From an optimization exercise on the open Yosys and OpenROAD flow, aimed at small area; shortcuts taken in it are not production practice.
Only simulation tests tie the RTL to the original design; equivalence was not proved.
Power is estimated from default activity; no workload was simulated.

Design simpleos_core, start of the top module:
module simpleos_core (
    input  wire        clk,
    input  wire        rst,           
    output wire        mem_req,
    output wire        mem_we,
    output wire [10:0] mem_addr,
    output wire [31:0] mem_wdata,
    input  wire        mem_ack,
    input  wire [31:0] mem_rdata,
    input  wire [6:0]  rnd_value,
    output wire        rnd_take,
    output wire        out_valid,
    output wire [1:0]  out_port,
    output wire [31:0] out_data,
    output wire        anom_valid,
    output wire [31:0] anom_pc,
    output wire [31:0] anom_op,
    output wire        halted,
    output wire [1:0]  halt_code,     
    output wire [31:0] halt_addr,
    output wire [31:0] reg_ac,
    output wire [31:0] reg_x,
    output wire [31:0] reg_y,
    output wire [31:0] reg_sp,
    output wire [31:0] reg_pc,
    output wire [31:0] reg_ir,
    output wire        reg_mode       
);
==> flow/config.mk <==
export PLATFORM = sky130hd
export DESIGN_NAME = simpleos_core
export DESIGN_NICKNAME = simpleos_core
export VERILOG_FILES = /design/flow/design.v
export SDC_FILE = /design/flow/constraint.sdc
export NUM_CORES = 4
export LEC_CHECK = 0
export CAP_MARGIN = 20
export CORE_MARGIN = 2
export CORE_UTILIZATION = 40
export PLACE_DENSITY = 0.6
export SLEW_MARGIN = 20
==> flow/constraint.sdc <==
create_clock -name core_clock -period 7.0 [get_ports {clk}]
set_input_delay 1.4000 -clock core_clock [delete_from_list [all_inputs] [get_ports {clk}]]
set_output_delay 1.4000 -clock core_clock [all_outputs]
set_load 0.01 [all_outputs]
standard.sh (not shown) runs the stock make flow with config.mk's settings and CLKGATE_MAP_FILE= SYNTH_SCRIPT=/design/flow/synth_recipe.tcl, a recipe that flattens the netlist after the stock synthesis.
==> flow/flow/run.sh <==
#!/bin/bash
# The standard ORFS layout with two changes that only pick smaller cells:
#  - every port gets the smallest buffer (buf_1) instead of the delay-cell
#    buffer buffer_ports picks by default;
#  - the clock tree uses clkbuf_8 in clusters of up to 14 sinks, without
#    dummy loads.
set -euo pipefail
export BUFFER_PORTS_ARGS="-buffer_cell sky130_fd_sc_hd__buf_1"
export CTS_ARGS="-sink_clustering_enable -repair_clock_nets -dont_use_dummy_load -buf_list sky130_fd_sc_hd__clkbuf_8 -sink_clustering_size 14 -sink_clustering_max_diameter 80"
bash standard.sh > standard.log 2>&1
==> next run, changes <==
--- a/flow/design.v
+++ b/flow/design.v
@@ -37,20 +37,22 @@
                      S_E1    = 5'd8,
                      S_E2    = 5'd9,
                      S_E3    = 5'd10,
                      S_E4    = 5'd11,
                      S_C0    = 5'd12,   
                      S_C1    = 5'd13,   
                      S_C2    = 5'd14,   
                      S_C3    = 5'd15,   
                      S_C4    = 5'd16,   
                      S_HEND  = 5'd17,   
+                     S_CF1   = 5'd18,   
+                     S_CF2   = 5'd19,   
                      S_HALT0 = 5'd28,
                      S_HALT1 = 5'd29,
                      S_HALT2 = 5'd30;
     localparam B_AC = 0, B_SP = 1, B_PC = 2, B_IR = 3, B_T = 4, B_RD = 5, B_K = 6;
     reg  [4:0]  st;
     reg  [1:0]  sg;           
     reg  [31:0] ac, x, y, sp, pc, ir, t;
     reg         mode;
     reg         c1, c2;       
     wire [4:0] op       = ir[4:0];
@@ -228,34 +230,38 @@
                 if (mem_ack) nst = S_C3;
             end
             S_C3: begin
                 bs[B_IR] = 1'b1; cp = 1'b1; we_pc = 1'b1;
                 nst = S_C4;
             end
             S_C4: begin
                 bs[B_K] = 1'b1; ks = 3'd6; cp = 1'b1; we_ir = 1'b1;
                 nst = S_F0;
             end
+            S_CF1, S_CF2: begin
+                bs[B_K] = 1'b1; ks = 3'd6; cp = 1'b1; we_ir = 1'b1;
+                nst = st[0] ? S_HALT2 : S_HALT1;
+            end
             S_HEND: begin
                 bs[B_K] = 1'b1; cp = 1'b1; we_t = 1'b1;
                 nst = S_HALT0;
             end
             default: ;    
         endcase
         if (acc && fault) begin
             we_ac = 1'b0; we_x = 1'b0; we_y = 1'b0; we_sp = 1'b0;
             we_pc = 1'b0; we_t = 1'b0; set_user = 1'b0;
             we_ir = 1'b0;
-            if (st == S_C2) begin
-                bs = 7'd0; bs[B_K] = 1'b1; ks = 3'd6; cp = 1'b1; we_ir = 1'b1;
-            end
-            nst = priv_f ? S_HALT1 : S_HALT2;
+            if (st == S_C2)
+                nst = priv_f ? S_CF1 : S_CF2;
+            else
+                nst = priv_f ? S_HALT1 : S_HALT2;
         end
         if (add && sg != 2'd2) nst = st;
     end
     reg [10:0] kval;
     always @(*) begin
         case (ks)
             3'd1:    kval = 11'd1000;
             3'd2:    kval = 11'd1500;
             3'd3:    kval = 11'd1998;
             3'd4:    kval = 11'd1999;
- worst hold slack hardly moves
- via count is lower by 3.0%
- routed wire length goes down by 5.1%
- cell area drops by 3.5%
- power fell by 6.0%
- first-iteration DRC count shrinks by 16%
- die area stays flat
- synthesized cell count is higher by 0.48%
- non-clock buffer count drops by 49
- combinational power falls by 10%

-- afterwards: timing with drivers on the ports --
The flow's constraints put no driver on any port. The routed layouts listed below were extracted and timed again, unchanged, in two steps. Step 1, drivers: a clkbuf_16 drives clk and a buf_2 each remaining input, both assumed. Step 2 adds t to the input delays and takes it off the output delays; t is the mean of the earliest and latest rising clock arrival at the registers after step 1. Input paths then give back, and output paths get back, about the clock's delay inside the block. Slacks: ideal / step 1 / step 2; pairs: ideal / step 1.
run	t (ns)	setup WS [ns]	worst hold slack (ns)	worst slew at a driven data input, ns	pins driven straight from the clock port
the first run	0.579	0.214 / 0.214 / 0.214	0.474 / 0.474 / 0.474	0.07	1
the second run	0.582	0.230 / 0.230 / 0.230	0.475 / 0.475 / 0.475	0.09	1
After both steps every run listed still meets setup and hold.
